From an optimization exercise on the open Yosys and OpenROAD flow, aimed at small area, a short achievable clock period and few clock cycles; shortcuts taken in it are not production practice. RTL that was checked went through simulation tests only; none was proved equivalent to the original. The RTL of run 1 was laid out without a check of its function. No run shown here takes its clock network from TritonCTS; it comes from the design's own scripts or RTL. The flow treats the clock pin as an ideal source. Dropping or thinning the clock tree relies on that and would not hold on a real chip. Power is estimated from default activity; no workload was simulated.

===== flow/flow/run.sh =====
#!/bin/bash
# The standard ORFS layout, with two changes: the ports get plain buf_2
# buffers, and the clock tree is built by hand (flow/manual_cts_inv.tcl, run as
# ORFS's PRE_CTS hook) as two levels of clkinv_16 inverters.
set -euo pipefail
here=$(cd "$(dirname "${BASH_SOURCE[0]}")" && pwd)
export BUFFER_PORTS_ARGS="-buffer_cell sky130_fd_sc_hd__buf_2"
export PRE_CTS_TCL="$here/manual_cts_inv.tcl"
bash standard.sh > standard.log 2>&1

===== flow/flow/manual_cts_inv.tcl =====
# PRE_CTS_TCL hook: builds the clock tree by hand and leaves ORFS's
# clock_tree_synthesis with nothing to do. The clock port drives four root
# clkinv_16 inverters; each drives two leaf clkinv_16 inverters, and each
# leaf drives the flip-flops of one placement region (regions made by
# splitting the flip-flops at the median, along the wider side, again and
# again). Every register sits two inversions from the clock port, so it
# sees the clock's own polarity. The rest of the CTS step (legalizing,
# timing repair) runs as usual.

# Splits items {x y ...} into k groups by recursive median bisection.
proc mct_bisect {items k} {
  if {$k <= 1 || [llength $items] < 2} { return [list $items] }
  set xs [lsort -integer [lmap i $items {lindex $i 0}]]
  set ys [lsort -integer [lmap i $items {lindex $i 1}]]
  set dx [expr {[lindex $xs end] - [lindex $xs 0]}]
  set dy [expr {[lindex $ys end] - [lindex $ys 0]}]
  set sorted [lsort -integer -index [expr {$dx >= $dy ? 0 : 1}] $items]
  set k1 [expr {$k / 2}]
  set n1 [expr {[llength $sorted] * $k1 / $k}]
  return [concat [mct_bisect [lrange $sorted 0 [expr {$n1 - 1}]] $k1] \
                 [mct_bisect [lrange $sorted $n1 end] [expr {$k - $k1}]]]
}

proc mct_centroid {grp} {
  set sx 0
  set sy 0
  foreach s $grp {
    incr sx [lindex $s 0]
    incr sy [lindex $s 1]
  }
  return [list [expr {$sx / [llength $grp]}] [expr {$sy / [llength $grp]}]]
}

proc mct_add_buf {block master name loc innet} {
  set inst [odb::dbInst_create $block $master $name]
  $inst setLocation {*}$loc
  $inst setPlacementStatus PLACED
  set net [odb::dbNet_create $block "${name}_net"]
  $net setSigType CLOCK
  [$inst findITerm A] connect $innet
  [$inst findITerm $::mct_out] connect $net
  return $net
}

proc manual_clock_tree {nroot nleaf bufname} {
  set block [ord::get_db_block]
  set master [[ord::get_db] findMaster $bufname]
  set clknet [$block findNet clk]
  set sinks {}
  foreach it [$clknet getITerms] {
    lassign [[$it getInst] getLocation] x y
    lappend sinks [list $x $y $it]
  }
  set leaves [mct_bisect $sinks $nleaf]
  set litems {}
  set i 0
  foreach grp $leaves {
    lappend litems [list {*}[mct_centroid $grp] $i]
    incr i
  }
  set r 0
  foreach rgrp [mct_bisect $litems $nroot] {
    set rnet [mct_add_buf $block $master "clkinvroot_$r" [mct_centroid $rgrp] $clknet]
    foreach l $rgrp {
      set i [lindex $l 2]
      set grp [lindex $leaves $i]
      set lnet [mct_add_buf $block $master "clkinvleaf_$i" [lrange $l 0 1] $rnet]
      foreach s $grp {
        set it [lindex $s 2]
        $it disconnect
        $it connect $lnet
      }
      puts "manual clock tree: clkinvroot_$r -> clkinvleaf_$i -> [llength $grp] clock pins"
    }
    incr r
  }
}

set ::mct_out Y
manual_clock_tree 4 8 sky130_fd_sc_hd__clkinv_16
set_propagated_clock [all_clocks]
rename clock_tree_synthesis orfs_clock_tree_synthesis_unused
proc clock_tree_synthesis {args} {
  puts "clock_tree_synthesis skipped: the clock tree was built by the PRE_CTS hook"
}
# cts.tcl runs repair_clock_inverters after this hook; it would clone the
# tree's inverters next to every register. The design has no other clock
# inverters, so it has nothing else to do.
rename repair_clock_inverters orfs_repair_clock_inverters_unused
proc repair_clock_inverters {args} {
  puts "repair_clock_inverters skipped: the clock tree was built by the PRE_CTS hook"
}

===== flow/standard.sh =====
#!/bin/bash
# synth_recipe.tcl (not shown) runs the flow's synth.tcl, then flattens the netlist and writes it again
# the make line also repeats each setting of config.mk as NAME=value (left out here)
make -C /OpenROAD-flow-scripts/flow DESIGN_CONFIG=/design/flow/config.mk WORK_HOME=/design/flow/orfs CLKGATE_MAP_FILE= SYNTH_SCRIPT=/design/flow/synth_recipe.tcl "${@:-finish}"

===== flow/config.mk =====
export PLATFORM = sky130hd
export DESIGN_NAME = daly_rx
export DESIGN_NICKNAME = daly_rx
export VERILOG_FILES = /design/flow/design.v
export SDC_FILE = /design/flow/constraint.sdc
export NUM_CORES = 4
export LEC_CHECK = 0
export ABC_AREA = 1
export CAP_MARGIN = 20
export CELL_PAD_IN_SITES_DETAIL_PLACEMENT = 0
export CELL_PAD_IN_SITES_GLOBAL_PLACEMENT = 0
export CORE_MARGIN = 2
export CORE_UTILIZATION = 55
export PLACE_DENSITY = 0.65
export SETUP_SLACK_MARGIN = 4.42
export SLEW_MARGIN = 20

===== flow/constraint.sdc =====
create_clock -name core_clock -period 6.5 [get_ports {clk}]
set_input_delay 1.3000 -clock core_clock [delete_from_list [all_inputs] [get_ports {clk}]]
set_output_delay 1.3000 -clock core_clock [all_outputs]
set_load 0.01 [all_outputs]

===== flow/design.v =====
module daly_rx (
    input  wire        clk,
    input  wire        rst,
    input  wire        start_valid,
    output wire        start_ready,
    input  wire [7:0]  start_cmd,
    input  wire [7:0]  start_n,
    input  wire        start_w2,
    input  wire [7:0]  start_count,
    input  wire        rx_valid,
    output wire        rx_ready,
    input  wire [7:0]  rx_data,
    input  wire        rx_last,
    input  wire        rx_ctl,
    output wire        item_valid,
    input  wire        item_ready,
    output wire [15:0] item_data,
    output wire        log_valid,
    output wire        log_kind,
    output wire [7:0]  log_a,
    output wire [7:0]  log_b,
    output wire        done,
    output wire [7:0]  done_frames,
    output wire [7:0]  done_items,
    output wire [2:0]  done_detail
);
    localparam D_NONE      = 3'd0;
    localparam D_READ_ERR  = 3'd1;
    localparam D_NO_DATA   = 3'd2;
    localparam D_SHORT     = 3'd3;
    localparam D_CHECKSUM  = 3'd4;
    localparam D_COMMAND   = 3'd5;
    reg        sr;             
    reg        rdy;            
    reg        rx_on;          
    reg        done_r;
    reg        emit;           
    reg [2:0]  nx;             
    reg [7:0]  x_cmd;
    reg        x_w2;
    reg [7:0]  rem;            
    reg [7:0]  nleft;          
    reg [3:0]  bc;             
    reg [7:0]  d_r;            
    reg        v_r;            
    reg        s_r;            
    reg        k_r;            
    reg [7:0]  sum;            
    reg        cmd_ok;
    reg [7:0]  idx;            
    reg [7:0]  pb [0:6];       
    reg [15:0] itm;            
    reg [7:0]  frames;
    reg [7:0]  series;
    reg [7:0]  la;             
    reg [2:0]  detail;
    reg        log_v;
    reg        log_k;
    assign start_ready = sr;
    assign rx_ready    = rdy;
    assign item_valid  = emit;
    assign item_data   = itm;
    assign log_valid   = log_v;
    assign log_kind    = log_k;
    assign log_a       = la;
    assign log_b       = idx;
    assign done        = done_r;
    assign done_frames = frames;
    assign done_items  = series;
    assign done_detail = detail;
    wire start_take = start_valid && sr;
    wire take  = rx_valid && rdy;
    wire b12   = (bc == 4'd12);
    wire [3:0] bc1 = bc + 4'd1;
    wire short = take && !rx_ctl && !b12 && rx_last;
    wire rx_on_n = rx_on && nleft != 8'd0 &&
                   !(take && (rx_ctl || (b12 ? nleft == 8'd1 : rx_last)));
    wire e_r   = v_r && (bc == 4'd0);      
    wire eq    = (d_r == sum);
    wire more  = (rem != 8'd0);
    wire okf   = e_r && eq && cmd_ok;
    wire lk    = okf && more;
    wire [7:0] frames1 = frames + 8'd1;
    wire mm    = (idx != frames1);
    wire emit_take = emit && item_ready;
    wire last_item = (rem == 8'd1) || (nx == (x_w2 ? 3'd3 : 3'd7));
    wire emit_n    = lk || (emit && !(item_ready && last_item));
    wire fin_n     = !rx_on_n && !emit_n && !take;
    wire [3:0] freed = x_w2 ? {nx, 1'b0} : {1'b0, nx};
    wire stall_n = emit && (b12 || bc >= freed + 4'd4);
    wire [15:0] item_sel = x_w2 ? {pb[{nx[1:0], 1'b0}], pb[{nx[1:0], 1'b1}]}
                                : {{8{pb[nx][7]}}, pb[nx]};
    always @(posedge clk) begin
        if (take)
            bc <= b12 ? 4'd0 : bc1;
        d_r <= take ? rx_data : 8'd0;
        v_r <= !rst && take;
        s_r <= !rst && short;
        k_r <= !rst && take && rx_ctl;
        sum <= (v_r && bc == 4'd1 ? 8'd0 : sum) + d_r;
        if (v_r) begin
            if (bc == 4'd3)
                cmd_ok <= (d_r == x_cmd);
            if (bc == 4'd5)
                idx <= d_r;
            if (bc == 4'd6)  pb[0] <= d_r;
            if (bc == 4'd7)  pb[1] <= d_r;
            if (bc == 4'd8)  pb[2] <= d_r;
            if (bc == 4'd9)  pb[3] <= d_r;
            if (bc == 4'd10) pb[4] <= d_r;
            if (bc == 4'd11) pb[5] <= d_r;
            if (bc == 4'd12) pb[6] <= d_r;
        end
        if (e_r) begin
            nleft <= nleft - 8'd1;
            log_k <= 1'b1;
            if (!eq)
                detail <= D_CHECKSUM;
            else if (!cmd_ok)
                detail <= D_COMMAND;
            else
                frames <= frames1;
        end
        if (k_r)
            detail <= d_r[0] ? D_READ_ERR : D_NO_DATA;
        if (s_r) begin
            log_k  <= 1'b0;
            detail <= D_SHORT;
            idx    <= 8'd0;
        end
        la <= s_r ? {4'd0, bc} : frames1;
        if (!emit || item_ready)
            itm <= item_sel;
        if (!emit)
            nx <= lk ? 3'd1 : 3'd0;
        if (emit_take) begin
            series <= series + 8'd1;
            rem    <= rem - 8'd1;
            nx     <= nx + 3'd1;
        end
        if (start_take) begin
            x_cmd  <= start_cmd;
            x_w2   <= start_w2;
            rem    <= start_count;
            nleft  <= start_n;
            bc     <= 4'd0;
            frames <= 8'd0;
            series <= 8'd0;
            detail <= D_NONE;
        end
    end
    always @(posedge clk) begin
        emit  <= !rst && emit_n;
        log_v <= !rst && (s_r || (lk && mm));
    end
    always @(posedge clk) begin
        if (rst) begin
            sr     <= 1'b1;
            rdy    <= 1'b0;
            rx_on  <= 1'b0;
            done_r <= 1'b0;
        end else begin
            if (start_take) begin
                sr     <= 1'b0;
                rdy    <= 1'b1;
                rx_on  <= 1'b1;
                done_r <= 1'b0;
            end else if (!sr) begin
                rx_on  <= rx_on_n;
                rdy    <= rx_on_n && !stall_n;
                done_r <= fin_n;
                sr     <= fin_n;
            end else begin
                done_r <= 1'b0;
            end
        end
    end
endmodule

==> results of run 1 <==
## metal layers
metal  vias up  part of all wire  GRT usage  wire length, um
met4         0             0.024     0.0615              488
met3        34             0.064     0.0215             1320
met1      3107              0.43      0.367             8800
met5         -                 0          0                0
li1       3178                 -          -                -
met2       284              0.48      0.426             9940
## cells in the mapped netlist, drive strengths merged, types with 4 or more instances
cell type	n	area share
nor3	8	0.0057
edfxtp	101	0.38
xor2	17	0.019
o22ai	13	0.010
nor2	95	0.048
a21oi	47	0.034
or2	5	0.0039
a221oi	4	0.0044
o211ai	13	0.012
clkbuf	13	0.0063
nand4	12	0.010
o221ai	11	0.012
xnor2	10	0.011
o21ai	66	0.043
buf	5	0.0038
a31oi	6	0.0047
nand3	33	0.023
ha	29	0.046
nand2	157	0.079
inv	123	0.058
dfxtp	65	0.16
## layout by cell type, fill, tap and decap left out, drive strengths merged
cell type,synthesis,routed
a31oi,6,6
nor2,95,96
clkinv,3,14
clkinvlp,0,5
o21bai,3,3
a211oi,1,1
bufbuf,0,1
xor2,17,17
o22ai,13,13
a22oi,1,1
buf,5,151
edfxtp,101,101
o21ai,66,66
a32oi,1,1
a221oi,4,4
nand3b,1,1
nor4,3,3
inv,123,120
nor3,8,8
ha,29,29
xnor2,10,10
nand4,12,12
a21oi,47,47
fa,1,1
nand2,157,158
nand3,33,33
or2,5,5
o32ai,1,1
o2111ai,2,2
o21a,1,1
nor3b,2,2
o221ai,11,11
dfxtp,65,65
o211ai,13,13
## cells by family (layout without fill, tap and decap cells)
logic type | after synthesis | after routing | share of synthesized area
simple gates | 316 | 318 | 0.176
compound gates | 170 | 170 | 0.132
xor+xnor | 27 | 27 | 0.0297
fa+ha+maj | 30 | 30 | 0.0482
buf+inv | 144 | 291 | 0.0696
flops | 166 | 166 | 0.545
## worst reg2reg max path, delay by kind of cell, from the launching register on
kind	cells	cell delay, ps
AO/OA/AOI/OAI	2	270
adder cells (fa/ha/maj)	3	720
AND/OR/NAND/NOR	5	380
XOR/XNOR	1	110
buffers and inverters	2	100
flip-flops	1	360
## path summary, 6_finish.rpt
kind / startpoint / end / slack (ps) / cells after the start
setup / recovery: item_ready / series[5] / 4370 / 9
hold / removal: detail[2] / detail[2] / 450 / 2
setup reg to reg: bc[1] / sum[6] / 4440 / 13
hold reg to reg: detail[2] / detail[2] / 450 / 2
## flip-flops by register name, indices dropped and copies added (netlist names), 3 cells and up
register,cells
bc,4
d_r,8
detail,3
frames,8
idx,8
itm,16
la,8
nleft,8
nx,3
pb,56
rem,8
series,8
sum,8
x_cmd,8
## where the power goes
| group | leakage, nW | internal [mW] | switching (mW) | total (mW) |
|---|---|---|---|---|
| combinational | 2.58 | 0.149 | 0.193 | 0.342 |
| clock | 0.137 | 0.153 | 0.431 | 0.584 |
| sequential | 1.49 | 1.18 | 0.0457 | 1.23 |
| total | 4.21 | 1.48 | 0.669 | 2.15 |
## stage by stage
| stage | instance area, um^2 | std cells | utilization | setup slack (ps) |
|---|---|---|---|---|
| 2_1_floorplan | 8000 | 853 | - | 4420 |
| 3_3_place_gp | 8640 | 1115 | 0.618 | 3540 |
| 3_5_place_dp | 8640 | 1115 | 0.618 | 3430 |
| 4_1_cts | 9380 | 1149 | 0.670 | 4390 |
| 5_1_grt | 9800 | 1182 | 0.700 | 4290 |
| 6_report | 9800 | 1182 | 0.700 | 4370 |
## cell type report
type	count	area, um^2	share of cell area
Timing Repair Buffer	152	978	0.0999
Multi-Input combinational cell	545	3370	0.344
Inverter	138	856	0.0874
Sequential cell	166	4360	0.445
Tap cell	180	225	0.0230
Timing Repair inverter	1	7.51	0.000766
## what timing repair did
item / CTS / global route
endpoints found under the hold margin: 0 / 0
cloned: 3 / 1
resized for setup: 54 / 53
setup endpoints to repair: 101 / 89
hold buffers: 0 / 0
buffers inserted: 19 / 32
pin swaps: 8 / 25
==> flow_metrics.py, run 1 <==
metrics = {
    "status": {
        "run_status": "timing/DRC/antenna clean",
    },
    "worst_setup_path": {
        "crit_path_max_incr_delay_ps": 150,
        "crit_type": "input pin to flip-flop",
        "critical-path-top-delay-family": "simple AND/OR/NAND/NOR gates",
        "crit_path_max_fanout": 3,
        "timing.critical_path.from_type": "input pin",
        "arrival_ps": 2200,
        "cp_cell_sequence": "buf_8 > nand2_4 > nor3_4 > nand2_2 > buf_6 > buf_6 > o21bai_1 > nand2_1 > nor2_1",
        "crit_path_top_cell_by_count": "sky130_fd_sc_hd__buf_6",
        "worst-endpoint-required_ps": 6570,
        "endpoint_kind": "flip-flop",
        "path_buf_inv": 3,
        "worst_path_max_delay_cell": "sky130_fd_sc_hd__nor3_4",
    },
    "yosys": {
        "synth_sequential_area_ratio": 0.545,
        "yosysUniqueCellTypes": 48,
        "synthesis.instances": 853,
        "synth.net_count": 923,
        "postSynth.asyncResetShare": 0,
        "syn_avg_cell_area_um2": 9.32,
        "ys_ff_latch": 166,
        "ys_dominant_reg_cell": "sky130_fd_sc_hd__edfxtp_1",
        "yosys_warnings": 2,
        "synth_edf_count": 101,
        "netlist_area_um2": 7950,
    },
    "global_route": {
        "grt_start_max_net_pins": 22,
        "grt-ovfl-total": 0,
        "number_of_global_route_vias_before_repair": 6327,
        "globalRouteTotalUtil": 0.256,
        "global_route_wire_length_before_repair_mm": 32.7,
        "antenna_found_initial": 0,
    },
    "die": {
        "floorplan.die_area_um2": 15400,
        "dieHeight_um": 124,
        "boundaryPins": 97,
        "die_x_um": 124,
        "rows": 43,
        "placeableCoreArea_um2": 14000,
        "floorplan.initialDensity": 0.568,
    },
    "final_layout": {
        "insertedDiodeCount": 0,
        "areaGrowthSynthToFinish_pct": 23.2,
        "fin_nets": 1074,
        "filler_cell_count": 1092,
        "drive_above_1_share": 0.293,
    },
    "placement": {
        "place_congestion": 0.938,
        "hpwl_mm": 14.1,
        "port_buffers": 96,
    },
    "sta": {
        "worst_slew_pin_slew_ps": 947,
        "final-hold-violation-count": 0,
        "fin_worst_skew_ps": 8.43,
        "final_period_minus_worst_setup_slack_ps": 2130,
        "final_min_period_over_clock_period": 0.328,
        "timing.max_slew.rel_slack": 0.366,
        "hold_ws_ps": 453,
        "fmax_ghz": 0.470,
        "rsz0062_at_grt": "true",
        "setup-violations-final": 0,
        "timing.setup.tns_ps": 0,
        "timing.final.max_slew_violations": 0,
    },
    "clocking": {
        "clk_pin_slew_worst_paths_ps": 50,
        "worst_skew_pair.late_latency_ps": 140,
    },
    "detailed_routing": {
        "via_per_inst": 5.59,
        "first_pass_iters": 5,
        "route.detailed.drc": 0,
        "finalWirelength_mm": 20.6,
        "num_vias": 6603,
        "ant_nets": 0,
        "detail_route.iter0.violations": 526,
        "routedWlPerCell_um": 17.4,
    },
    "power": {
        "static-leakage-power_nw": 4.21,
        "power_per_cell_area_nw_per_um2": 220,
        "total_power_mw": 2.15,
        "power.ir.vdd_worst_uv": 131,
    },
    "job": {
        "timing.max_cap.violations": 0,
    },
    "worst_hold_path": {
        "hold_class": "flip-flop to flip-flop",
    },
}
==> run 2: changes to the inputs <==
--- a/flow/design.v
+++ b/flow/design.v
@@ -74,6 +74,5 @@
     wire [3:0] bc1 = bc + 4'd1;
     wire short = take && !rx_ctl && !b12 && rx_last;
-    wire rx_on_n = rx_on && nleft != 8'd0 &&
-                   !(take && (rx_ctl || (b12 ? nleft == 8'd1 : rx_last)));
+    wire rx_on_n = rx_on && !(take && (rx_ctl || (b12 ? nleft == 8'd1 : rx_last)));
     wire e_r   = v_r && (bc == 4'd0);      
     wire eq    = (d_r == sum);
@@ -162,8 +161,8 @@
         end else begin
             if (start_take) begin
-                sr     <= 1'b0;
-                rdy    <= 1'b1;
-                rx_on  <= 1'b1;
-                done_r <= 1'b0;
+                sr     <= (start_n == 8'd0);
+                rdy    <= (start_n != 8'd0);
+                rx_on  <= (start_n != 8'd0);
+                done_r <= (start_n == 8'd0);
             end else if (!sr) begin
                 rx_on  <= rx_on_n;
--- a/flow/config.mk
+++ b/flow/config.mk
@@ -8,9 +8,7 @@
 export ABC_AREA = 1
 export CAP_MARGIN = 20
-export CELL_PAD_IN_SITES_DETAIL_PLACEMENT = 0
-export CELL_PAD_IN_SITES_GLOBAL_PLACEMENT = 0
 export CORE_MARGIN = 2
 export CORE_UTILIZATION = 55
 export PLACE_DENSITY = 0.65
-export SETUP_SLACK_MARGIN = 4.42
+export SETUP_SLACK_MARGIN = 4.45
 export SLEW_MARGIN = 20
==> run 2 against run 1 <==
  * Critical path depth is 8 lower
  * Final area is 2.4% higher
  * Worst setup slack gained 52 ps
  * Worst hold slack improved by 8.4 ps
  * Wire length grew 5.9%
  * Die area about the same
  * Sequential share of layout area down 1.0 points
==> flow_metrics.py, run 2 <==
metrics = {
    "die": {
        "rows": 43,
        "boundaryPins": 97,
        "floorplan.initialDensity": 0.569,
        "dieHeight_um": 124,
        "placeableCoreArea_um2": 14000,
        "floorplan.die_area_um2": 15400,
        "die_x_um": 124,
    },
    "yosys": {
        "synthMostInstantiatedCell": "sky130_fd_sc_hd__nand2_1",
        "synth_sequential_area_ratio": 0.545,
        "netlist_area_um2": 7950,
        "area_leader_netlist": "sky130_fd_sc_hd__edfxtp_1",
        "yosysUniqueCellTypes": 48,
        "syn_avg_cell_area_um2": 9.49,
        "ys_ff_latch": 166,
        "ys_dominant_reg_cell": "sky130_fd_sc_hd__edfxtp_1",
        "basic_gate_share_of_the_synthesized_area_counting_and_or_nand_and_nor_cells": 0.178,
        "synth.net_count": 907,
        "synth_top_family_by_area": "simple AND/OR/NAND/NOR gates",
        "synth-compound-area-share": 0.129,
        "yosysTopAreaCellShare": 0.381,
        "synthXorXnorAreaFrac": 0.0374,
        "synth_edf_count": 101,
        "yosys-mux-area-fraction": 0,
        "synth.top_cells.by_count": "sky130_fd_sc_hd__nand2_1, sky130_fd_sc_hd__edfxtp_1, sky130_fd_sc_hd__inv_1",
        "yosys_warnings": 2,
        "yosys.area_share.adder": 0.0466,
        "synthesis.instances": 838,
        "synth_top_cells_by_area": "sky130_fd_sc_hd__edfxtp_1, sky130_fd_sc_hd__dfxtp_1, sky130_fd_sc_hd__nand2_1",
        "postSynth.asyncResetShare": 0,
    },
    "worst_setup_path": {
        "crit_path_max_fanout": 3,
        "worst-endpoint-required_ps": 5200,
        "path_buf_inv": 1,
        "worst_path_max_delay_cell": "sky130_fd_sc_hd__dfxtp_1",
        "timing.critical_path.from_type": "flip-flop",
        "arrival_ps": 780,
        "endpoint_kind": "primary output",
        "crit_type": "flip-flop to primary output",
        "cp_cell_sequence": "buf_2",
        "crit_path_max_incr_delay_ps": 460,
        "critical-path-top-delay-family": "flip-flops",
    },
    "final_layout": {
        "regMostFlops": "pb",
        "final-instance-count-excl-fill": 1166,
        "layout_common_cells": "sky130_fd_sc_hd__nand2_1, sky130_fd_sc_hd__edfxtp_1, sky130_fd_sc_hd__inv_1",
        "final_area_um2": 10000,
        "areaGrowthSynthToFinish_pct": 26.1,
        "drive_above_1_share": 0.286,
        "mostFrequentLayoutCell": "sky130_fd_sc_hd__nand2_1",
        "fin_nets": 1057,
        "filler_cell_count": 1040,
        "reg.largest.list": "pb x56, itm x16",
        "insertedDiodeCount": 0,
        "fin_util": 0.717,
        "largest_register_ffs": 56,
    },
    "global_route": {
        "number_of_global_route_vias_before_repair": 6334,
        "globalRouteTotalUtil": 0.254,
        "global_route_wire_length_before_repair_mm": 32.4,
        "antenna_found_initial": 0,
        "grt_start_max_net_pins": 24,
        "grt-ovfl-total": 0,
    },
    "detailed_routing": {
        "route.detailed.drc": 0,
        "ant_nets": 0,
        "num_vias": 6696,
        "via_per_inst": 5.74,
        "first_pass_iters": 5,
        "detail_route.iter0.violations": 567,
        "routedWlPerCell_um": 18.7,
        "finalWirelength_mm": 21.8,
    },
    "sta": {
        "setup-violations-final": 0,
        "worst_slew_pin_slew_ps": 1080,
        "final_min_period_over_clock_period": 0.320,
        "timing.final.max_slew_violations": 0,
        "fmax_ghz": 0.481,
        "rsz0062_at_grt": "true",
        "timing.max_slew.rel_slack": 0.279,
        "final-hold-violation-count": 0,
        "fin_worst_skew_ps": 16.0,
        "final_period_minus_worst_setup_slack_ps": 2080,
        "timing.setup.tns_ps": 0,
        "setup_slack_ps": 4420,
        "hold_ws_ps": 462,
    },
    "status": {
        "run_status": "timing/DRC/antenna clean",
    },
    "power": {
        "static-leakage-power_nw": 4.15,
        "power.ir.vdd_worst_uv": 181,
        "total_power_mw": 2.21,
        "power_per_cell_area_nw_per_um2": 220,
    },
    "clocking": {
        "worst_skew_pair.late_latency_ps": 150,
        "cts-hold-fix-buffers": 0,
        "clk_pin_slew_worst_paths_ps": 50,
    },
    "placement": {
        "place_area_um2": 8640,
        "hpwl_mm": 13.8,
        "port_buffers": 96,
        "pre_cts_slack_ps": 3400,
        "placed_cells": 1099,
        "place_congestion": 0.901,
    },
    "job": {
        "timing.max_cap.violations": 0,
    },
    "worst_hold_path": {
        "hold_class": "flip-flop to flip-flop",
    },
}
==> run 2: cell count changes in the layout (fill, tap and decap cells not counted), sizes merged, moves of 5 or more <==
cell    delta
o22ai      -5
nand3      +6
clkinv     +5
nor2      -11
o211ai     +7
a21oi      +7
xor2       +7
nand2     -10
inv       -12
buf        -5
==> run 2: cell families after synthesis <==
| logic type | after synthesis |
|---|---|
| and+or+nand+nor | 306 |
| buffers and inverters | 131 |
| xor gates and xnor gates | 34 |
| adders and majority gates | 29 |
| AOI/OAI and AO/OA | 172 |
| DFF | 166 |
==> run 2: path summary, 6_finish.rpt <==
check,cells after the start,to,from,slack [ps]
worst max-delay path,1,rx_ready,rdy,4420
worst min-delay path,2,detail[2],detail[2],460
worst max register to register,8,itm[12],nx[1],4460
worst min register to register,2,detail[2],detail[2],460
==> run 2: layout make-up <==
cell class                      count  area, um^2  area share
Inverter                          125         831      0.0829
Timing Repair inverter              3        38.8     0.00387
Multi-Input combinational cell    544        3540       0.353
Tap cell                          180         225      0.0225
Timing Repair Buffer              148        1030       0.103
Sequential cell                   166        4360       0.435
==> run 2: layer usage <==
metal / routed length, um / up-vias / GRT usage
met5: 0 / - / 0
met4: 423 / 0 / 0.0430
met3: 1720 / 39 / 0.0258
met2: 10500 / 318 / 0.433
met1: 9110 / 3177 / 0.359
li1: - / 3162 / -
==> run 2: where the power goes <==
part	leakage (nW)	internal, mW	switching (mW)
logic	2.50	0.157	0.217
clock network	0.137	0.153	0.435
registers	1.51	1.19	0.0570
==> run 2: timing repair <==
item                                   4_1_cts  5_1_grt
pin swaps                                   19       35
cloned                                       3        5
setup buffers                               15       32
resized for setup                           56       63
setup endpoints to repair                  121       48
endpoints found under the hold margin        0        0
Testbench counts of run 2, summed over its fixed seeds: cycles 56,088.
==> run 3: changes to the inputs <==
--- a/flow/config.mk
+++ b/flow/config.mk
@@ -11,4 +11,4 @@
 export CORE_UTILIZATION = 55
 export PLACE_DENSITY = 0.65
-export SETUP_SLACK_MARGIN = 4.45
+export SETUP_SLACK_MARGIN = 4.37
 export SLEW_MARGIN = 20
==> run 3 against run 2 <==
  * Die area unchanged
  * Final area fell by 2.9%
  * Worst setup slack got worse by 74 ps
  * Total power fell by 1.5%
  * First-iteration DRC count up 1.9%
  * Synthesized cell count unchanged
  * Register-to-register slack worse by 80 ps
  * Clock power barely moved
  * Worst hold slack worse by 7.7 ps
  * Combinational power decreased by 7.2%
  * Global-route usage decreased by 0.21 points
  * Flip-flop and latch count is the same
==> flow_metrics.py, run 3 <==
metrics = {
    "clocking": {
        "cts-hold-fix-buffers": 0,
        "worst_skew_pair.late_latency_ps": 140,
        "clk_pin_slew_worst_paths_ps": 60,
    },
    "detailed_routing": {
        "finalWirelength_mm": 20.7,
        "detail_route.iter0.violations": 578,
        "route.detailed.drc": 0,
        "ant_nets": 0,
        "via_per_inst": 5.70,
        "routedWlPerCell_um": 17.9,
        "first_pass_iters": 6,
        "num_vias": 6585,
    },
    "worst_setup_path": {
        "arrival_ps": 1980,
        "timing.critical_path.from_type": "input pin",
        "cp_cell_sequence": "buf_2 > nand2_8 > buf_4 > nand2_2",
        "worst-endpoint-required_ps": 6330,
        "crit_path_max_incr_delay_ps": 190,
        "critical-path-top-delay-family": "buffers and inverters",
        "endpoint_kind": "flip-flop",
        "crit_path_max_fanout": 9,
        "path_buf_inv": 2,
        "crit_type": "input pin to flip-flop",
        "worst_path_max_delay_cell": "sky130_fd_sc_hd__nand2_2",
    },
    "power": {
        "total_power_mw": 2.17,
        "p_seq_frac": 0.571,
        "power_per_cell_area_nw_per_um2": 223,
        "combinational_fraction_of_design_power": 0.160,
        "swShare": 0.316,
        "power.ir.vdd_worst_uv": 165,
        "p_int_mw": 1.49,
        "power.switching_mw": 0.686,
        "static-leakage-power_nw": 4.04,
        "share_clk_of_total_power": 0.269,
    },
    "final_layout": {
        "filler_cell_count": 1096,
        "areaGrowthSynthToFinish_pct": 22.4,
        "layout_common_cells": "sky130_fd_sc_hd__nand2_1, sky130_fd_sc_hd__edfxtp_1, sky130_fd_sc_hd__buf_2",
        "regMostFlops": "pb",
        "largest_register_ffs": 56,
        "insertedDiodeCount": 0,
        "reg.largest.list": "pb x56, itm x16",
        "fin_nets": 1047,
        "mostFrequentLayoutCell": "sky130_fd_sc_hd__nand2_1",
        "drive_above_1_share": 0.267,
    },
    "yosys": {
        "synth.net_count": 907,
        "netlist_area_um2": 7950,
        "syn_avg_cell_area_um2": 9.49,
        "yosysUniqueCellTypes": 48,
        "ys_dominant_reg_cell": "sky130_fd_sc_hd__edfxtp_1",
        "synth_sequential_area_ratio": 0.545,
        "synth.top_cells.by_count": "sky130_fd_sc_hd__nand2_1, sky130_fd_sc_hd__edfxtp_1, sky130_fd_sc_hd__inv_1",
        "synth_top_cells_by_area": "sky130_fd_sc_hd__edfxtp_1, sky130_fd_sc_hd__dfxtp_1, sky130_fd_sc_hd__nand2_1",
        "area_leader_netlist": "sky130_fd_sc_hd__edfxtp_1",
        "yosysTopAreaCellShare": 0.381,
        "yosys_warnings": 2,
        "postSynth.asyncResetShare": 0,
        "synthMostInstantiatedCell": "sky130_fd_sc_hd__nand2_1",
        "synth_edf_count": 101,
        "synthesis.instances": 838,
        "ys_ff_latch": 166,
    },
    "sta": {
        "timing.setup.tns_ps": 0,
        "setup_slack_ps": 4350,
        "final_min_period_over_clock_period": 0.331,
        "final_period_minus_worst_setup_slack_ps": 2150,
        "timing.final.max_slew_violations": 0,
        "final-hold-violation-count": 0,
        "rsz0062_at_grt": "true",
        "hold_ws_ps": 454,
        "fin_worst_skew_ps": 9.15,
        "worst_slew_pin_slew_ps": 978,
        "timing.max_slew.rel_slack": 0.345,
        "fmax_ghz": 0.465,
        "setup-violations-final": 0,
    },
    "global_route": {
        "global_route_wire_length_before_repair_mm": 32.2,
        "grt-ovfl-total": 0,
        "number_of_global_route_vias_before_repair": 6220,
        "globalRouteTotalUtil": 0.251,
        "antenna_found_initial": 0,
        "grt_start_max_net_pins": 44,
    },
    "die": {
        "floorplan.die_area_um2": 15400,
        "rows": 43,
        "floorplan.initialDensity": 0.569,
        "boundaryPins": 97,
        "dieHeight_um": 124,
        "die_x_um": 124,
        "placeableCoreArea_um2": 14000,
    },
    "placement": {
        "hpwl_mm": 14.0,
        "pre_cts_slack_ps": 2980,
        "place_congestion": 0.955,
        "port_buffers": 96,
    },
    "job": {
        "timing.max_cap.violations": 0,
    },
    "worst_hold_path": {
        "hold_class": "flip-flop to flip-flop",
    },
    "status": {
        "run_status": "timing/DRC/antenna clean",
    },
}
[run 3: cell counts after synthesis]
No cell type changed its count.
[run 3: logic make-up after synthesis]
logic type,synth area share
flip-flops,0.545
buffers and inverters,0.0639
XOR/XNOR,0.0374
AND/OR/NAND/NOR,0.178
AO/OA/AOI/OAI,0.129
adder cells (fa/ha/maj),0.0466
[run 3: per-layer routing]
metal	GRT usage	part of all wire	routed length [um]	vias up
li1	-	-	-	3139
met2	0.431	0.49	10000	279
met1	0.359	0.43	8960	3144
met3	0.0232	0.069	1420	23
met4	0.0324	0.013	265	0
met5	0	0	0	-
[run 3: timing repair]
| action | in CTS | in global routing |
|---|---|---|
| buffers inserted | 15 | 28 |
| cloned | 2 | 2 |
| pin swaps | 12 | 23 |
| endpoints found under the setup margin | 106 | 38 |
| resized for setup | 42 | 45 |
[run 3: area by class of cell]
| type | instances | area, um^2 | area share |
|---|---|---|---|
| inverter | 125 | 830 | 0.0852 |
| multi-input combinational | 543 | 3420 | 0.352 |
| sequential | 166 | 4350 | 0.447 |
| tap | 180 | 225 | 0.0231 |
| timing repair buffer | 141 | 893 | 0.0918 |
| timing repair inverter | 1 | 11.3 | 0.00116 |
[run 3: worst reg2reg max path, stage by stage, from the launching register on]
cell,delay [ps]
sky130_fd_sc_hd__dfxtp_4,380
sky130_fd_sc_hd__inv_4,40
sky130_fd_sc_hd__ha_4,160
sky130_fd_sc_hd__nand2_4,70
sky130_fd_sc_hd__nor2_4,60
sky130_fd_sc_hd__nor2_2,110
sky130_fd_sc_hd__ha_2,190
sky130_fd_sc_hd__inv_2,50
sky130_fd_sc_hd__fa_2,370
sky130_fd_sc_hd__o21ai_2,200
sky130_fd_sc_hd__a21oi_2,80
sky130_fd_sc_hd__nor2_1,110
sky130_fd_sc_hd__nor2_1,60
sky130_fd_sc_hd__xnor2_1,120
[run 3: power by group through the flow]
stage                     registers [mW]  clock network (mW)  logic (mW)
final                               1.24               0.585       0.347
after global routing                1.25               0.655       0.389
after floorplan                     1.26                   0       0.215
after CTS                           1.24               0.598       0.321
after detailed placement            1.26                   0       0.301
after global placement              1.26                   0       0.287
[run 3: path summary, 6_finish.rpt]
path	from	to	slack (ps)	depth (start not counted)
worst min-delay path	detail[2]	detail[2]	450	2
worst min register to register	detail[2]	detail[2]	450	2
worst max-delay path	start_valid	rem[2]	4350	4
worst max register to register	bc[1]	sum[6]	4380	13
[run 3: metrics by stage]
step | utilization | area [um^2] | instances
after CTS | 0.666 | 9310 | 1126
after global placement | 0.616 | 8610 | 1097
after detailed placement | 0.616 | 8610 | 1097
after floorplan | - | 7980 | 838
final | 0.696 | 9740 | 1156
after global routing | 0.696 | 9740 | 1156
==> run 4: changes to the inputs <==
--- a/flow/config.mk
+++ b/flow/config.mk
@@ -9,6 +9,6 @@
 export CAP_MARGIN = 20
 export CORE_MARGIN = 2
-export CORE_UTILIZATION = 55
-export PLACE_DENSITY = 0.65
-export SETUP_SLACK_MARGIN = 4.37
+export CORE_UTILIZATION = 65
+export PLACE_DENSITY = 0.72
+export SETUP_SLACK_MARGIN = 4.4
 export SLEW_MARGIN = 20
==> run 4 against run 3 <==
  * Synthesized cell count stayed put
  * Global-route usage is 5.1 points higher
  * Register-to-register slack worse by 20 ps
  * Cell count shrank 3.2%
  * Clock power shrank 0.9%
  * First-iteration DRC count up 34%
  * Via count grew 3.0%
  * Clock skew is 2.9 ps higher
  * Die area shrank 15%
  * Sequential power about the same
  * Critical endpoint is now rdy
  * Highest routed layer unchanged
==> flow_metrics.py, run 4 <==
metrics = {
    "worst_hold_path": {
        "hold_class": "flip-flop to flip-flop",
        "hold-path-endpoint": "detail[2]",
        "timing.hold.worst_path_depth": 2,
        "launch_point_of_the_worst_hold_path": "detail[2]",
    },
    "worst_setup_path": {
        "worst_path_max_delay_cell": "sky130_fd_sc_hd__nor4_2",
        "worstReg2RegStart": "bc[0]",
        "path_buf_inv": 1,
        "crit_path_max_fanout": 2,
        "crit_type": "input pin to flip-flop",
        "rr_worst_depth": 11,
        "timing.critical_path.from_type": "input pin",
        "worst-endpoint-required_ps": 6530,
        "endpoint_kind": "flip-flop",
        "cp_cell_sequence": "buf_2 > nor4_2 > and2_1 > nor2_1 > a21oi_1 > a21oi_2",
        "critical-path-top-delay-family": "simple AND/OR/NAND/NOR gates",
        "cp-startpoint": "start_n[2]",
        "crit_path_max_incr_delay_ps": 250,
        "arrival_ps": 2170,
        "worstReg2RegEnd": "sum[6]",
        "reg2reg_setup_slack_ps": 4360,
    },
    "yosys": {
        "synth_sequential_area_ratio": 0.545,
        "area_leader_netlist": "sky130_fd_sc_hd__edfxtp_1",
        "ys_ff_latch": 166,
        "yosys-mux-area-fraction": 0,
        "synthMostInstantiatedCell": "sky130_fd_sc_hd__nand2_1",
        "synth.net_count": 907,
        "synth_top_family_by_area": "simple AND/OR/NAND/NOR gates",
        "synthesis.instances": 838,
        "yosys_warnings": 2,
        "postSynth.asyncResetShare": 0,
        "yosysUniqueCellTypes": 48,
        "synth_top_cells_by_area": "sky130_fd_sc_hd__edfxtp_1, sky130_fd_sc_hd__dfxtp_1, sky130_fd_sc_hd__nand2_1",
        "yosysTopAreaCellShare": 0.381,
        "ys_dominant_reg_cell": "sky130_fd_sc_hd__edfxtp_1",
        "syn_avg_cell_area_um2": 9.49,
        "synth_edf_count": 101,
        "synth-compound-area-share": 0.129,
        "netlist_area_um2": 7950,
        "basic_gate_share_of_the_synthesized_area_counting_and_or_nand_and_nor_cells": 0.178,
        "synthXorXnorAreaFrac": 0.0374,
        "yosys.area_share.adder": 0.0466,
        "synth.top_cells.by_count": "sky130_fd_sc_hd__nand2_1, sky130_fd_sc_hd__edfxtp_1, sky130_fd_sc_hd__inv_1",
    },
    "power": {
        "p_seq_frac": 0.569,
        "power_per_cell_area_nw_per_um2": 228,
        "swShare": 0.321,
        "p_int_mw": 1.48,
        "power.switching_mw": 0.701,
        "combinational_fraction_of_design_power": 0.165,
        "share_clk_of_total_power": 0.266,
        "power.ir.vdd_worst_uv": 213,
        "static-leakage-power_nw": 4.01,
    },
    "sta": {
        "final_period_minus_worst_setup_slack_ps": 2140,
        "final_min_period_over_clock_period": 0.329,
        "fin_worst_skew_ps": 12.0,
        "timing.final.max_slew_violations": 0,
        "timing.max_slew.rel_slack": 0.417,
        "fmax_ghz": 0.467,
        "timing.setup.tns_ps": 0,
        "setup-violations-final": 0,
        "worst_slew_pin_slew_ps": 871,
        "rsz0062_at_grt": "true",
        "final-hold-violation-count": 0,
    },
    "detailed_routing": {
        "detail_route.iter0.violations": 772,
        "total_met3_wirelength_after_detailed_routing_mm": 1.96,
        "met2_wirelength_mm": 9.97,
        "finalWirelength_mm": 20.9,
        "routedWlPerCell_um": 18.7,
        "route.detailed.drc": 0,
        "via_per_inst": 6.06,
        "num_vias": 6784,
        "m1WireLength_mm": 8.19,
        "highest_layer_used_for_signal_routing": "met4",
        "ant_nets": 0,
        "first_pass_iters": 5,
    },
    "global_route": {
        "global_route_wire_length_before_repair_mm": 31.9,
        "antenna_found_initial": 0,
        "grt_start_max_net_pins": 44,
        "number_of_global_route_vias_before_repair": 6471,
        "grt-ovfl-total": 0,
        "globalRouteTotalUtil": 0.302,
    },
    "final_layout": {
        "drive_above_1_share": 0.260,
        "mostFrequentLayoutCell": "sky130_fd_sc_hd__nand2_1",
        "fin_nets": 1043,
        "areaGrowthSynthToFinish_pct": 20.5,
        "final-instance-count-excl-fill": 1119,
        "insertedDiodeCount": 0,
        "layout_common_cells": "sky130_fd_sc_hd__nand2_1, sky130_fd_sc_hd__edfxtp_1, sky130_fd_sc_hd__inv_1, sky130_fd_sc_hd__buf_2, sky130_fd_sc_hd__nor2_1",
        "regMostFlops": "pb",
        "largest_register_ffs": 56,
        "reg.largest.list": "pb x56, itm x16",
    },
    "status": {
        "run_status": "timing/DRC/antenna clean",
    },
    "die": {
        "placeableCoreArea_um2": 12000,
        "floorplan.die_area_um2": 13100,
        "dieHeight_um": 115,
        "die_x_um": 115,
        "floorplan.initialDensity": 0.665,
        "boundaryPins": 97,
        "rows": 40,
    },
    "job": {
        "timing.max_cap.violations": 0,
    },
    "placement": {
        "place_congestion": 0.940,
        "placed_cells": 1065,
        "hpwl_mm": 13.5,
        "port_buffers": 96,
    },
    "clocking": {
        "cts-hold-fix-buffers": 0,
        "worst_skew_pair.late_latency_ps": 140,
        "clk_pin_slew_worst_paths_ps": 50,
    },
}
[run 4: cell count changes in the layout (fill, tap and decap cells not counted), sizes merged]
cell / delta
nand2: +1
inv: +2
buf: -4
clkbuf: -2
clkinvlp: -2
nand4: +1
[run 4: what timing repair did]
item / 4_1_cts / 5_1_grt
setup endpoints to repair: 107 / 68
buffers inserted: 18 / 19
resized for setup: 38 / 40
cloned: 0 / 5
pin swaps: 10 / 24
[run 4: final cells by class]
type,count,area (um^2)
Inverter,125,820
Multi-Input combinational cell,545,3410
Timing Repair Buffer,135,802
Fill cell,689,2380
Timing Repair inverter,1,11.3
Tap cell,147,184
Sequential cell,166,4360
[run 4: worst max-delay path by stage]
stage / depth (start not counted) / endpoint / slack [ps]
floorplan: 8 / series[7] / 4400
global placement: 5 / nleft[3] / 3540
detailed placement: 5 / nleft[3] / 3470
CTS: 5 / nleft[3] / 4370
global route: 13 / sum[6] / 4230
finish: 6 / rdy / 4360
[run 4: per-stage QoR]
stage	cell area, um^2	hold slack [ps]	total power, mW	setup slack [ps]	utilization
2_1_floorplan	7990	469	1.47	4400	-
3_3_place_gp	8580	446	1.54	3540	0.718
3_5_place_dp	8580	449	1.56	3470	0.718
4_1_cts	9250	465	2.15	4370	0.773
5_1_grt	9580	480	2.28	4230	0.801
6_report	9580	470	2.18	4360	0.801
[run 4: power by group through the flow]
stage	sequential (mW)	clock (mW)	combinational, mW
4_1_cts	1.24	0.588	0.321
6_report	1.24	0.580	0.361
2_1_floorplan	1.26	0	0.216
3_3_place_gp	1.26	0	0.285
3_5_place_dp	1.26	0	0.303
5_1_grt	1.25	0.630	0.399
[run 4: cells by family (layout without fill, tap and decap cells)]
family | Yosys count | after routing
flops | 166 | 166
buf+inv | 131 | 261
compound gates | 172 | 173
xor+xnor | 34 | 34
simple gates | 306 | 309
fa+ha+maj | 29 | 29
[run 4: worst register-to-register path, stage by stage (launching register included)]
cell	delay [ps]
sky130_fd_sc_hd__dfxtp_2	400
sky130_fd_sc_hd__ha_4	160
sky130_fd_sc_hd__nand2_4	50
sky130_fd_sc_hd__nor2_4	210
sky130_fd_sc_hd__nor2_1	80
sky130_fd_sc_hd__ha_1	400
sky130_fd_sc_hd__nand2_1	100
sky130_fd_sc_hd__o21ai_2	220
sky130_fd_sc_hd__a21oi_2	100
sky130_fd_sc_hd__nor2_1	110
sky130_fd_sc_hd__nor2_1	70
sky130_fd_sc_hd__xnor2_1	120
[run 4: layer usage]
| metal | GRT usage | up-vias |
|---|---|---|
| met3 | 0.0318 | 74 |
| li1 | - | 3119 |
| met1 | 0.405 | 3153 |
| met2 | 0.520 | 438 |
| met4 | 0.0935 | 0 |
| met5 | 0 | - |
==> run 5: changes to the inputs <==
--- a/flow/config.mk
+++ b/flow/config.mk
@@ -9,6 +9,6 @@
 export CAP_MARGIN = 20
 export CORE_MARGIN = 2
-export CORE_UTILIZATION = 65
-export PLACE_DENSITY = 0.72
+export CORE_UTILIZATION = 45
+export PLACE_DENSITY = 0.6
 export SETUP_SLACK_MARGIN = 4.4
 export SLEW_MARGIN = 20
==> run 5 against run 4 <==
  * Wire length fell by 6.6%
  * Flip-flop and latch count is the same
  * Highest routed layer unchanged
  * Clock power rose by 0.7%
  * Largest cell class unchanged
  * Total power fell by 1.7%
  * First-iteration DRC count decreased by 30%
  * Sequential power is essentially flat
  * Via count down 6.6%
  * Still clean on timing, DRC and antenna
  * Sequential share of layout area down 0.63 points
  * Cell count up 6.6%
  * Worst hold slack lost 14 ps
==> flow_metrics.py, run 5 <==
metrics = {
    "sta": {
        "timing.final.max_slew_violations": 0,
        "hold_ws_ps": 456,
        "final_min_period_over_clock_period": 0.327,
        "setup-violations-final": 0,
        "setup_slack_ps": 4370,
        "rsz0062_at_grt": "true",
        "timing.max_slew.rel_slack": 0.319,
        "worst_slew_pin_slew_ps": 1020,
        "final-hold-violation-count": 0,
        "fin_worst_skew_ps": 7.48,
        "timing.setup.tns_ps": 0,
        "final_period_minus_worst_setup_slack_ps": 2130,
        "fmax_ghz": 0.470,
    },
    "clocking": {
        "worst_skew_pair.late_latency_ps": 140,
        "cts-hold-fix-buffers": 0,
        "clk_pin_slew_worst_paths_ps": 50,
    },
    "yosys": {
        "ys_ff_latch": 166,
        "synthesis.instances": 838,
        "yosys_warnings": 2,
        "synth_sequential_area_ratio": 0.545,
        "netlist_area_um2": 7950,
        "synth_top_cells_by_area": "sky130_fd_sc_hd__edfxtp_1, sky130_fd_sc_hd__dfxtp_1, sky130_fd_sc_hd__nand2_1",
        "ys_dominant_reg_cell": "sky130_fd_sc_hd__edfxtp_1",
        "area_leader_netlist": "sky130_fd_sc_hd__edfxtp_1",
        "synthMostInstantiatedCell": "sky130_fd_sc_hd__nand2_1",
        "syn_avg_cell_area_um2": 9.49,
        "synth.net_count": 907,
        "yosysUniqueCellTypes": 48,
        "synth.top_cells.by_count": "sky130_fd_sc_hd__nand2_1, sky130_fd_sc_hd__edfxtp_1, sky130_fd_sc_hd__inv_1",
        "postSynth.asyncResetShare": 0,
        "synth_edf_count": 101,
        "yosysTopAreaCellShare": 0.381,
    },
    "power": {
        "power.ir.vdd_worst_uv": 144,
        "static-leakage-power_nw": 4.02,
        "power_per_cell_area_nw_per_um2": 221,
    },
    "final_layout": {
        "seq_area_um2": 4350,
        "layout_common_cells": "sky130_fd_sc_hd__nand2_1, sky130_fd_sc_hd__edfxtp_1, sky130_fd_sc_hd__inv_1",
        "final-instance-count-excl-fill": 1193,
        "filler_cell_count": 1556,
        "areaGrowthSynthToFinish_pct": 22.0,
        "drive_above_1_share": 0.248,
        "reg.largest.list": "pb x56, itm x16",
        "mostFrequentLayoutCell": "sky130_fd_sc_hd__nand2_1",
        "largest_register_ffs": 56,
        "regMostFlops": "pb",
        "fin_nets": 1039,
        "insertedDiodeCount": 0,
        "multiInputGateArea_um2": 3370,
    },
    "placement": {
        "hpwl_mm": 13.3,
        "placed_cells": 1142,
        "place_congestion": 0.860,
        "pre_cts_slack_ps": 3340,
        "port_buffers": 96,
    },
    "die": {
        "dieHeight_um": 137,
        "floorplan.die_area_um2": 18800,
        "rows": 48,
        "placeableCoreArea_um2": 17300,
        "die_x_um": 137,
        "boundaryPins": 97,
        "floorplan.initialDensity": 0.460,
    },
    "worst_setup_path": {
        "endpoint_kind": "flip-flop",
        "timing.critical_path.from_type": "input pin",
        "arrival_ps": 1930,
        "worst-endpoint-required_ps": 6310,
        "crit_type": "input pin to flip-flop",
        "cp-startpoint": "start_valid",
        "crit_path_max_fanout": 8,
        "worstReg2RegStart": "bc[1]",
    },
    "detailed_routing": {
        "finalWirelength_mm": 19.5,
        "detail_route.iter0.violations": 540,
        "first_pass_iters": 6,
        "route.detailed.drc": 0,
        "routedWlPerCell_um": 16.4,
        "num_vias": 6338,
        "ant_nets": 0,
        "via_per_inst": 5.31,
    },
    "global_route": {
        "globalRouteTotalUtil": 0.201,
        "grt_start_max_net_pins": 44,
        "grt-ovfl-total": 0,
        "antenna_found_initial": 0,
        "global_route_wire_length_before_repair_mm": 30.5,
        "number_of_global_route_vias_before_repair": 6056,
    },
    "worst_hold_path": {
        "hold_class": "flip-flop to flip-flop",
        "launch_point_of_the_worst_hold_path": "detail[2]",
    },
    "status": {
        "run_status": "timing/DRC/antenna clean",
    },
    "job": {
        "timing.max_cap.violations": 0,
    },
}
-- run 5: final cells by class --
type,count,area share
well taps,225,0.0290
repair buffers,132,0.0888
inverters,125,0.0853
multi-input cells,544,0.347
flip-flops and latches,166,0.448
repair inverters,1,0.00116
-- run 5: repair_timing --
item,in CTS,in global routing
endpoints found under the setup margin,103,49
pin swaps,14,16
endpoints found under the hold margin,0,0
setup buffers,17,16
gates cloned,1,5
resized for setup,39,34
-- run 5: final timing paths --
check | end | slack, ps | cells after the start
max | nleft[5] | 4370 | 4
min | detail[2] | 460 | 2
max reg2reg | sum[6] | 4420 | 13
min reg2reg | detail[2] | 460 | 2
-- run 5: cells by family (layout without fill, tap and decap cells) --
family                   after synthesis  in the layout  share of synthesized area
AO/OA/AOI/OAI                        172            173                      0.129
adder cells (fa/ha/maj)               29             29                     0.0466
XOR/XNOR                              34             34                     0.0374
flip-flops                           166            166                      0.545
buffers and inverters                131            258                     0.0639
AND/OR/NAND/NOR                      306            308                      0.178
-- run 5: critical path: stages --
cell and delay (ps):
sky130_fd_sc_hd__buf_2 210, sky130_fd_sc_hd__nand2_8 130, sky130_fd_sc_hd__buf_12 160, sky130_fd_sc_hd__o21ai_4 130
-- run 5: power by group --
part	total (mW)	leakage (nW)	internal, mW	switching (mW)
combinational	0.325	2.37	0.138	0.187
sequential	1.24	1.51	1.19	0.0507
clock	0.584	0.137	0.153	0.430
-- run 5: through the flow --
stage / total power [mW] / instance area, um^2 / utilization
floorplan: 1.47 / 7990 / -
global placement: 1.55 / 8680 / 0.502
detailed placement: 1.56 / 8680 / 0.502
CTS: 2.15 / 9370 / 0.542
global route: 2.27 / 9710 / 0.561
finish: 2.15 / 9710 / 0.561
-- run 5: per-layer routing --
metal	part of all wire	vias up	global-route usage	wire length [um]
met5	0	-	0	0
met4	0.014	0	0.0286	278
met3	0.061	29	0.0204	1190
met2	0.46	252	0.330	9020
met1	0.46	2931	0.296	9020
li1	-	3126	-	-
==> run 6: changes to the inputs <==
--- a/flow/design.v
+++ b/flow/design.v
@@ -39,5 +39,5 @@
     reg [7:0]  x_cmd;
     reg        x_w2;
-    reg [7:0]  rem;            
+    reg [7:0]  x_count;
     reg [7:0]  nleft;          
     reg [3:0]  bc;             
@@ -45,5 +45,4 @@
     reg        v_r;            
     reg        s_r;            
-    reg        k_r;            
     reg [7:0]  sum;            
     reg        cmd_ok;
@@ -77,5 +76,6 @@
     wire e_r   = v_r && (bc == 4'd0);      
     wire eq    = (d_r == sum);
-    wire more  = (rem != 8'd0);
+    wire [7:0] series1 = series + 8'd1;
+    wire more  = (series != x_count);
     wire okf   = e_r && eq && cmd_ok;
     wire lk    = okf && more;
@@ -83,5 +83,5 @@
     wire mm    = (idx != frames1);
     wire emit_take = emit && item_ready;
-    wire last_item = (rem == 8'd1) || (nx == (x_w2 ? 3'd3 : 3'd7));
+    wire last_item = (series1 == x_count) || (nx == (x_w2 ? 3'd3 : 3'd7));
     wire emit_n    = lk || (emit && !(item_ready && last_item));
     wire fin_n     = !rx_on_n && !emit_n && !take;
@@ -96,5 +96,4 @@
         v_r <= !rst && take;
         s_r <= !rst && short;
-        k_r <= !rst && take && rx_ctl;
         sum <= (v_r && bc == 4'd1 ? 8'd0 : sum) + d_r;
         if (v_r) begin
@@ -121,6 +120,4 @@
                 frames <= frames1;
         end
-        if (k_r)
-            detail <= d_r[0] ? D_READ_ERR : D_NO_DATA;
         if (s_r) begin
             log_k  <= 1'b0;
@@ -129,4 +126,6 @@
         end
         la <= s_r ? {4'd0, bc} : frames1;
+        if (take && rx_ctl)
+            detail <= rx_data[0] ? D_READ_ERR : D_NO_DATA;
         if (!emit || item_ready)
             itm <= item_sel;
@@ -134,6 +133,5 @@
             nx <= lk ? 3'd1 : 3'd0;
         if (emit_take) begin
-            series <= series + 8'd1;
-            rem    <= rem - 8'd1;
+            series <= series1;
             nx     <= nx + 3'd1;
         end
@@ -141,5 +139,5 @@
             x_cmd  <= start_cmd;
             x_w2   <= start_w2;
-            rem    <= start_count;
+            x_count <= start_count;
             nleft  <= start_n;
             bc     <= 4'd0;
--- a/flow/config.mk
+++ b/flow/config.mk
@@ -9,6 +9,6 @@
 export CAP_MARGIN = 20
 export CORE_MARGIN = 2
-export CORE_UTILIZATION = 45
-export PLACE_DENSITY = 0.6
+export CORE_UTILIZATION = 55
+export PLACE_DENSITY = 0.65
 export SETUP_SLACK_MARGIN = 4.4
 export SLEW_MARGIN = 20
==> run 6 against run 5 <==
  * Fmax decreased by 0.77%
  * Largest cell class unchanged
  * Worst setup slack got worse by 16 ps
  * Cell count barely moved
  * Critical path type unchanged
  * Synthesized cell count grew 6.0%
==> flow_metrics.py, run 6 <==
metrics = {
    "sta": {
        "final_min_period_over_clock_period": 0.330,
        "rsz0062_at_grt": "true",
        "setup_slack_ps": 4360,
        "worst_slew_pin_slew_ps": 1010,
        "setup-violations-final": 0,
        "fin_worst_skew_ps": 13.4,
        "final-hold-violation-count": 0,
        "timing.final.max_slew_violations": 0,
        "hold_ws_ps": 460,
        "fmax_ghz": 0.466,
        "final_period_minus_worst_setup_slack_ps": 2140,
        "timing.setup.tns_ps": 0,
        "timing.max_slew.rel_slack": 0.326,
    },
    "global_route": {
        "antenna_found_initial": 0,
        "number_of_global_route_vias_before_repair": 6182,
        "global_route_wire_length_before_repair_mm": 30.8,
        "globalRouteTotalUtil": 0.240,
        "grt_start_max_net_pins": 39,
        "grt-ovfl-total": 0,
    },
    "final_layout": {
        "drive_above_1_share": 0.238,
        "fin_nets": 1078,
        "insertedDiodeCount": 0,
        "reg.largest.list": "pb x56, itm x16",
        "mostFrequentLayoutCell": "sky130_fd_sc_hd__nand2_1",
        "layout_common_cells": "sky130_fd_sc_hd__nand2_1, sky130_fd_sc_hd__edfxtp_1, sky130_fd_sc_hd__buf_2",
        "seq_area_um2": 4340,
        "largest_register_ffs": 56,
        "regMostFlops": "pb",
        "filler_cell_count": 1216,
        "multiInputGateArea_um2": 3390,
        "areaGrowthSynthToFinish_pct": 19.3,
    },
    "worst_setup_path": {
        "critical-path-top-delay-family": "simple AND/OR/NAND/NOR gates",
        "timing.critical_path.from_type": "input pin",
        "arrival_ps": 2160,
        "crit_type": "input pin to flip-flop",
        "endpoint_kind": "flip-flop",
        "crit_path_max_fanout": 2,
        "crit_path_max_incr_delay_ps": 230,
        "path_buf_inv": 1,
        "reg2reg_setup_slack_ps": 4480,
        "worst_path_max_delay_cell": "sky130_fd_sc_hd__nor3b_2",
        "worst-endpoint-required_ps": 6520,
        "cp_cell_sequence": "buf_2 > nor2_1 > nand2_1 > nor3_2 > nor3b_2 > or2_2 > a31oi_1",
    },
    "worst_hold_path": {
        "hold_class": "flip-flop to flip-flop",
    },
    "power": {
        "power.switching_mw": 0.638,
        "combinational_fraction_of_design_power": 0.142,
        "static-leakage-power_nw": 3.94,
        "p_seq_frac": 0.578,
        "power_per_cell_area_nw_per_um2": 219,
        "p_int_mw": 1.45,
        "power.ir.vdd_worst_uv": 166,
        "swShare": 0.306,
        "share_clk_of_total_power": 0.280,
    },
    "clocking": {
        "worst_skew_pair.late_latency_ps": 140,
        "cts-hold-fix-buffers": 0,
        "clk_pin_slew_worst_paths_ps": 50,
    },
    "placement": {
        "hpwl_mm": 13.6,
        "port_buffers": 96,
        "pre_cts_slack_ps": 3270,
        "place_congestion": 0.904,
    },
    "die": {
        "floorplan.die_area_um2": 15500,
        "rows": 44,
        "floorplan.initialDensity": 0.555,
        "die_x_um": 124,
        "placeableCoreArea_um2": 14400,
        "dieHeight_um": 124,
        "boundaryPins": 97,
    },
    "detailed_routing": {
        "route.detailed.drc": 0,
        "via_per_inst": 5.63,
        "finalWirelength_mm": 19.8,
        "ant_nets": 0,
        "num_vias": 6720,
        "routedWlPerCell_um": 16.6,
        "first_pass_iters": 8,
        "detail_route.iter0.violations": 527,
    },
    "yosys": {
        "synth_top_cells_by_area": "sky130_fd_sc_hd__edfxtp_1, sky130_fd_sc_hd__dfxtp_1, sky130_fd_sc_hd__nand2_1",
        "area_leader_netlist": "sky130_fd_sc_hd__edfxtp_1",
        "netlist_area_um2": 7980,
        "yosys_warnings": 2,
        "ys_dominant_reg_cell": "sky130_fd_sc_hd__edfxtp_1",
        "ys_ff_latch": 165,
        "yosysUniqueCellTypes": 47,
        "synthesis.instances": 888,
        "synth_sequential_area_ratio": 0.541,
        "synth_edf_count": 101,
        "yosysTopAreaCellShare": 0.380,
        "synthMostInstantiatedCell": "sky130_fd_sc_hd__nand2_1",
        "synth.net_count": 954,
        "postSynth.asyncResetShare": 0,
        "syn_avg_cell_area_um2": 8.98,
        "synth.top_cells.by_count": "sky130_fd_sc_hd__nand2_1, sky130_fd_sc_hd__edfxtp_1, sky130_fd_sc_hd__inv_1",
    },
    "job": {
        "timing.max_cap.violations": 0,
    },
    "status": {
        "run_status": "timing/DRC/antenna clean",
    },
}
run 6: cell count changes in the layout (fill, tap and decap cells not counted), sizes merged, moves of 7 or more:
cell,change
nand2,+54
o21ai,+16
xor2,-13
o211ai,-11
o221ai,-11
a221oi,+9
xnor2,+9
a21oi,-7
run 6: worst paths after layout:
path,startpoint,end,cells after the start
setup / recovery,start_n[0],rdy,7
hold / removal,log_k,log_k,2
setup reg to reg,nx[2],rdy,9
hold reg to reg,log_k,log_k,2
run 6: tightest hold or removal path: stages (launching register included):
cell,delay (ps)
sky130_fd_sc_hd__dfxtp_1,320
sky130_fd_sc_hd__nor2_1,40
sky130_fd_sc_hd__nor2_1,70
run 6: metal layers:
layer | GRT usage | share of wire | up-vias | routed length [um]
met5 | 0 | 0 | - | 0
met4 | 0.0317 | 0.019 | 0 | 367
met3 | 0.0253 | 0.074 | 40 | 1470
met2 | 0.415 | 0.48 | 287 | 9550
met1 | 0.340 | 0.42 | 3153 | 8410
li1 | - | - | 3240 | -
run 6: timing repair:
item                                    CTS  global route
pin swaps                                11            13
endpoints found under the setup margin  104            42
gates resized for setup                  46            37
setup buffers                            19            17
gates cloned                              0             3
run 6: cell families after synthesis:
family / count (synthesis) / share of synthesized area
adders and majority gates: 26 / 0.0417
AOI/OAI and AO/OA: 162 / 0.119
buffers and inverters: 134 / 0.0664
xor gates and xnor gates: 31 / 0.0359
and+or+nand+nor: 370 / 0.196
DFF: 165 / 0.541
run 6: final cells by class:
type	count	share of cell area
well taps	184	0.0242
repair inverters	1	0.000789
multi-input cells	591	0.356
repair buffers	132	0.0786
flip-flops and latches	165	0.456
inverters	121	0.0844
run 6: per-stage QoR:
| step | util | instance area [um^2] | cells | power (mW) |
|---|---|---|---|---|
| global placement | 0.597 | 8580 | 1143 | 1.48 |
| floorplan | - | 8020 | 888 | 1.42 |
| CTS | 0.644 | 9250 | 1174 | 2.08 |
| detailed placement | 0.597 | 8580 | 1143 | 1.49 |
| global route | 0.662 | 9520 | 1194 | 2.20 |
| finish | 0.662 | 9520 | 1194 | 2.09 |
run 6: power groups by stage:
stage	logic, mW	clock network [mW]	registers, mW
global placement	0.251	0	1.23
CTS	0.283	0.595	1.21
floorplan	0.197	0	1.22
global route	0.340	0.644	1.21
detailed placement	0.261	0	1.23
finish	0.297	0.583	1.21
Testbench counts of run 6, summed over its fixed seeds: cycles 56,088.

separate check: timing with driven ports:
How much do the figures lean on ideal ports? The routed layouts below were timed once more, with nothing changed but the port constraints. Step 1 assumes that a clkbuf_16 drives the clock port and a buf_2 every other input. Step 2, shift: input delay + t, output delay - t, t = (earliest + latest rising clock arrival at the registers) / 2. This alone moves slack from input paths to output paths. Slacks: ideal ports / drivers / drivers and shift; pairs: ideal ports / drivers.
run | shift t [ns] | setup slack, ns | worst register clock-pin slew, ns
run 1 | 0.350 | 4.371 / 4.209 / 4.151 | 0.05 / 0.06
run 2 | 0.357 | 4.423 / 4.202 / 4.243 | 0.06 / 0.06
run 3 | 0.345 | 4.349 / 4.252 / 4.170 | 0.06 / 0.06
run 4 | 0.343 | 4.358 / 4.226 / 4.202 | 0.05 / 0.06
run 5 | 0.349 | 4.372 / 4.254 / 4.215 | 0.05 / 0.06
run 6 | 0.353 | 4.355 / 4.201 / 4.190 | 0.06 / 0.06
After both steps every run listed still meets setup and hold. The setup slack of run 1, which loses most, moves by -0.162 ns with the drivers and by -0.220 ns with both steps.
